Source: an optimization exercise on an open RTL-to-GDS flow (aim: small area, a short achievable clock period and few clock cycles per item). Production flows keep margins and buffers that such runs may drop.
At most, simulation tests tie the RTL to the original design; equivalence was not proved.
Power is estimated from default activity; no workload was simulated.

== job 101 ==
==> module sscore_dec, before the edit <==
module sscore_dec (
    input             clk,
    input             rst,         
    input             start,
    input      [47:0] in_len,
    output            idle,
    output            done,
    output     [2:0]  err,
    input             in_valid,
    output            in_ready,
    input      [20:0] in_cp,
    output            out_valid,
    input             out_ready,
    output      [7:0] out_data
);
    localparam [2:0] E_NONE      = 3'd0,
                     E_HEADER    = 3'd1,    
                     E_RANGE     = 3'd2,    
                     E_LENGTH    = 3'd3,    
                     E_BODY      = 3'd5;    
    reg         idle_r;      
    reg         done_r;      
    reg  [2:0]  err_r;
    reg  [47:0] rem;         
    reg  [2:0]  hidx;        
    reg  [47:0] hc;          
    reg         uf;          
    reg         oor;         
    reg         mb;          
    reg  [1:0]  pst;         
    reg         rdy;         
    reg         kpat;        
    reg         kff;         
    reg  [10:0] rcnt;        
    reg  [7:0]  p0, p1;
    reg         ovalid;
    reg  [7:0]  obyte;
    assign idle      = idle_r;
    assign done      = done_r;
    assign err       = err_r;
    assign in_ready  = rdy;
    assign out_valid = ovalid;
    assign out_data  = obyte;
    wire        push    = in_valid && rdy;
    wire        oa      = !ovalid || out_ready;      
    wire        take    = ovalid && out_ready;       
    wire [11:0] sym     = in_cp[11:0];
    wire        inrange = (in_cp[20:12] == 9'h00E);    
    wire        body    = push && hidx[2];
    wire        head    = (pst == 2'd0);
    wire        t_lit   = body && head && (sym[11:10] == 2'b00);
    wire        t_zf    = body && head && (sym[11] ^ sym[10]);
    wire        t_pat   = body && head && (sym[11:10] == 2'b11);
    wire        t_a     = body && (pst == 2'd1);
    wire        t_b     = body && (pst == 2'd2);
    wire        bad     = body && (head ? (sym[11:8] == 4'b0001 || sym[11:9] == 3'b001)
                                        : (sym[11:8] != 4'b0000));
    wire        rc_zero = (rcnt == 11'd0);
    wire        rc_odd  = rcnt[0];
    wire        zf_nz   = (sym[9:0] != 10'd0);
    wire        x_emit  = !rdy && oa;
    wire [7:0]  x_byte  = kpat ? (rc_odd ? p1 : p0) : {8{kff}};
    wire [10:0] dec_in  = (rdy && head) ? {1'b0, sym[9:0]} : rcnt;
    wire [10:0] dec_out = dec_in - 11'd1;
    wire        dec_z   = (dec_in == 11'd1);
    wire        hc_hi_z = (hc[47:1] == 47'd0);
    wire        hc_z    = hc_hi_z && !hc[0];
    wire        hc_one  = hc_hi_z && hc[0];
    wire        rem_z   = (rem == 48'd0);
    wire [47:0] rem_t, hc_t;
    genvar gi;
    generate
        for (gi = 0; gi < 48; gi = gi + 1) begin : g_borrow
            if (gi == 0) begin : g0
                assign rem_t[gi] = push;
                assign hc_t[gi]  = take;
            end else begin : gn
                assign rem_t[gi] = push && (rem[gi-1:0] == {gi{1'b0}});
                assign hc_t[gi]  = take && (hc[gi-1:0]  == {gi{1'b0}});
            end
        end
    endgenerate
    wire        fin     = !idle_r && !done_r && rem_z && rdy && oa;
    wire        e_head  = t_lit || (t_zf && zf_nz);
    wire        e_pat   = (t_a && !rc_zero) || (t_b && rc_odd);
    wire        emit    = oa && (x_emit || e_head || e_pat);
    reg         rdy_n;
    always @(*) begin
        rdy_n = rdy;
        if (x_emit && dec_z) rdy_n = 1'b1;
        if (t_lit && !oa) rdy_n = 1'b0;
        if (t_zf && zf_nz) rdy_n = oa && dec_z;
        if (t_b && !rc_zero) rdy_n = oa && rc_odd && dec_z;
    end
    always @(posedge clk) begin
        if (rst) begin
            idle_r <= 1'b1;
            done_r <= 1'b0;
            rdy    <= 1'b1;
            ovalid <= 1'b0;
        end else begin
            idle_r <= idle_r ? !start : done_r;
            done_r <= fin;
            rdy    <= rdy_n;
            ovalid <= emit || (ovalid && !out_ready);
        end
    end
    always @(posedge clk) begin
        if (fin)
            err_r <= oor                                  ? E_RANGE  :
                     !hidx[2]                             ? E_HEADER :
                     (mb || !head)                        ? E_BODY   :
                     (uf || (take ? !hc_one : !hc_z))     ? E_LENGTH :
                                                            E_NONE;
        if (oa)
            obyte <= !rdy             ? x_byte :
                     (sym[11] ^ sym[10]) ? {8{sym[11]}} :
                                        sym[7:0];
        if (pst == 2'd1) p0 <= sym[7:0];
        if (rdy) p1 <= sym[7:0];
        if (rdy && head) begin
            kpat <= !(sym[11] ^ sym[10]);
            kff  <= sym[11];
        end
        if (!rdy) begin
            if (oa) rcnt <= dec_out;
        end else if (head) begin
            rcnt <= (sym[11:10] == 2'b11) ? {sym[9:0], 1'b0} :
                    (sym[11:10] == 2'b00) ? 11'd1 :
                    oa                    ? dec_out :
                                            {1'b0, sym[9:0]};
        end else if ((t_a && !rc_zero && oa) || (t_b && rc_odd && oa)) begin
            rcnt <= dec_out;
        end
        if (idle_r) begin
            pst <= 2'd0;
            mb  <= 1'b0;
            oor <= 1'b0;
        end else begin
            if (push && !inrange) oor <= 1'b1;
            if (bad) mb <= 1'b1;
            if (t_pat) pst <= 2'd1;
            if (t_a) pst <= 2'd2;
            if (t_b) pst <= 2'd0;
        end
        if (idle_r) begin
            hidx <= 3'd0;
            uf   <= 1'b0;
        end else begin
            if (push && !hidx[2]) hidx <= hidx + 3'd1;
            if (take && hc_z) uf <= 1'b1;
        end
        hc <= (push && !hidx[2]) ? {hc[35:0], sym} : (hc ^ hc_t);
        rem <= idle_r ? in_len : (rem ^ rem_t);
    end
endmodule
==> flow/config.mk <==
export PLATFORM = sky130hd
export DESIGN_NAME = sscore_dec
export DESIGN_NICKNAME = sscore_dec
export VERILOG_FILES = /design/flow/design.v
export SDC_FILE = /design/flow/constraint.sdc
export NUM_CORES = 4
export LEC_CHECK = 0
export CAP_MARGIN = 20
export CORE_MARGIN = 2
export CORE_UTILIZATION = 40
export SETUP_SLACK_MARGIN = 5
export SLEW_MARGIN = 20
==> flow/constraint.sdc <==
create_clock -name core_clock -period 8.0 [get_ports {clk}]
set_input_delay 1.6000 -clock core_clock [delete_from_list [all_inputs] [get_ports {clk}]]
set_output_delay 1.6000 -clock core_clock [all_outputs]
set_load 0.01 [all_outputs]
standard.sh (not shown) runs the stock make flow with config.mk's settings and CLKGATE_MAP_FILE= SYNTH_SCRIPT=/design/flow/synth_recipe.tcl, a recipe that flattens the netlist after the stock synthesis.
==> flow/flow/run.sh <==
#!/bin/bash
# Own flow: the standard layout, with the port buffers made from the
# smallest buffer cell and a clock tree of larger leaf clusters without
# dummy loads.
set -o pipefail
export BUFFER_PORTS_ARGS="-buffer_cell sky130_fd_sc_hd__buf_1"
export CTS_ARGS="-sink_clustering_enable -repair_clock_nets -sink_clustering_size 40 -sink_clustering_max_diameter 100 -dont_use_dummy_load"
bash standard.sh > standard.log 2>&1
[inputs] job 102 vs job 101
--- a/flow/design.v
+++ b/flow/design.v
@@ -34,8 +34,11 @@
     reg  [10:0] rcnt;        
     reg  [7:0]  p0, p1;
     reg         ovalid;
     reg  [7:0]  obyte;
+    reg         zfe;         
+    reg         push_d;      
+    reg         take_d;      
     assign idle      = idle_r;
     assign done      = done_r;
     assign err       = err_r;
     assign in_ready  = rdy;
@@ -59,25 +62,26 @@
     wire        rc_odd  = rcnt[0];
     wire        zf_nz   = (sym[9:0] != 10'd0);
     wire        x_emit  = !rdy && oa;
     wire [7:0]  x_byte  = kpat ? (rc_odd ? p1 : p0) : {8{kff}};
-    wire [10:0] dec_in  = (rdy && head) ? {1'b0, sym[9:0]} : rcnt;
-    wire [10:0] dec_out = dec_in - 11'd1;
-    wire        dec_z   = (dec_in == 11'd1);
-    wire        hc_hi_z = (hc[47:1] == 47'd0);
-    wire        hc_z    = hc_hi_z && !hc[0];
-    wire        hc_one  = hc_hi_z && hc[0];
-    wire        rem_z   = (rem == 48'd0);
+    wire [10:0] dec_out = rcnt - 11'd1;
+    wire        dec_z   = (rcnt[10:2] == 9'd0) &&
+                          (rcnt[1:0] == ((!kpat && zfe) ? 2'd2 : 2'd1));
+    wire        len_one = (sym[9:0] == 10'd1);
+    wire        hc_hi_z = (hc[47:2] == 46'd0);
+    wire        hc_z    = hc_hi_z && (hc[1:0] == 2'd0);
+    wire        rem_hi_z = (rem[47:1] == 47'd0);
+    wire        rem_z   = rem_hi_z && (rem[0] == push_d);    
     wire [47:0] rem_t, hc_t;
     genvar gi;
     generate
         for (gi = 0; gi < 48; gi = gi + 1) begin : g_borrow
             if (gi == 0) begin : g0
-                assign rem_t[gi] = push;
-                assign hc_t[gi]  = take;
+                assign rem_t[gi] = push_d;
+                assign hc_t[gi]  = take_d;
             end else begin : gn
-                assign rem_t[gi] = push && (rem[gi-1:0] == {gi{1'b0}});
-                assign hc_t[gi]  = take && (hc[gi-1:0]  == {gi{1'b0}});
+                assign rem_t[gi] = push_d && (rem[gi-1:0] == {gi{1'b0}});
+                assign hc_t[gi]  = take_d && (hc[gi-1:0]  == {gi{1'b0}});
             end
         end
     endgenerate
     wire        fin     = !idle_r && !done_r && rem_z && rdy && oa;
@@ -88,9 +92,9 @@
     always @(*) begin
         rdy_n = rdy;
         if (x_emit && dec_z) rdy_n = 1'b1;
         if (t_lit && !oa) rdy_n = 1'b0;
-        if (t_zf && zf_nz) rdy_n = oa && dec_z;
+        if (t_zf && zf_nz) rdy_n = oa && len_one;
         if (t_b && !rc_zero) rdy_n = oa && rc_odd && dec_z;
     end
     always @(posedge clk) begin
         if (rst) begin
@@ -109,9 +113,10 @@
         if (fin)
             err_r <= oor                                  ? E_RANGE  :
                      !hidx[2]                             ? E_HEADER :
                      (mb || !head)                        ? E_BODY   :
-                     (uf || (take ? !hc_one : !hc_z))     ? E_LENGTH :
+                     (uf || !hc_hi_z ||
+                      (hc[1:0] != {take_d && take, take_d ^ take})) ? E_LENGTH :
                                                             E_NONE;
         if (oa)
             obyte <= !rdy             ? x_byte :
                      (sym[11] ^ sym[10]) ? {8{sym[11]}} :
@@ -120,15 +125,15 @@
         if (rdy) p1 <= sym[7:0];
         if (rdy && head) begin
             kpat <= !(sym[11] ^ sym[10]);
             kff  <= sym[11];
+            zfe  <= oa;
         end
         if (!rdy) begin
             if (oa) rcnt <= dec_out;
         end else if (head) begin
             rcnt <= (sym[11:10] == 2'b11) ? {sym[9:0], 1'b0} :
                     (sym[11:10] == 2'b00) ? 11'd1 :
-                    oa                    ? dec_out :
                                             {1'b0, sym[9:0]};
         end else if ((t_a && !rc_zero && oa) || (t_b && rc_odd && oa)) begin
             rcnt <= dec_out;
         end
@@ -147,10 +152,12 @@
             hidx <= 3'd0;
             uf   <= 1'b0;
         end else begin
             if (push && !hidx[2]) hidx <= hidx + 3'd1;
-            if (take && hc_z) uf <= 1'b1;
+            if (take_d && hc_z) uf <= 1'b1;
         end
         hc <= (push && !hidx[2]) ? {hc[35:0], sym} : (hc ^ hc_t);
         rem <= idle_r ? in_len : (rem ^ rem_t);
+        push_d <= push && !idle_r;
+        take_d <= take;
     end
 endmodule
Findings:
Job 102 vs. job 101: final total power lower; standard cell area after detailed placement lower; standby leakage power lower; area of the core lower. Worst max-slew margin expressed relative to the limit: higher on job 102. Final critical-path setup slack delta for job 102 relative to job 101: 170 ps higher.
Testbench counts of job 102, summed over its fixed seeds: cycles 65,160, bytes 62,998.
For job 101, only the layout was checked, not whether the RTL still works.

==> re-timing with driven ports <==
How much do the figures lean on ideal ports? The routed layouts below were timed once more, with nothing changed but the port constraints. Step 1: set_driving_cell puts a clkbuf_16 on clk and a buf_2 on each other input, an assumption about the parent block. Step 2, shift: input delay + t, output delay - t, t = (earliest + latest rising clock arrival at the registers) / 2. This alone moves slack from input paths to output paths. a / b / c = ideal ports / drivers / drivers and shift; a / b = the first two.
| run | t, ns | setup WS [ns] | hold WS [ns] | worst register clock-pin slew, ns | pins driven straight from the clock port |
|---|---|---|---|---|---|
| job 101 | 0.452 | 4.921 / 4.914 / 4.462 | 0.449 / 0.449 / 0.449 | 0.06 / 0.06 | 1 |
| job 102 | 0.451 | 5.092 / 5.047 / 4.711 | 0.461 / 0.461 / 0.461 | 0.06 / 0.06 | 1 |
After both steps setup and hold are still met in every run listed. For job 101, which loses most, drivers alone change the setup slack by -0.007 ns; drivers and shift together by -0.459 ns.
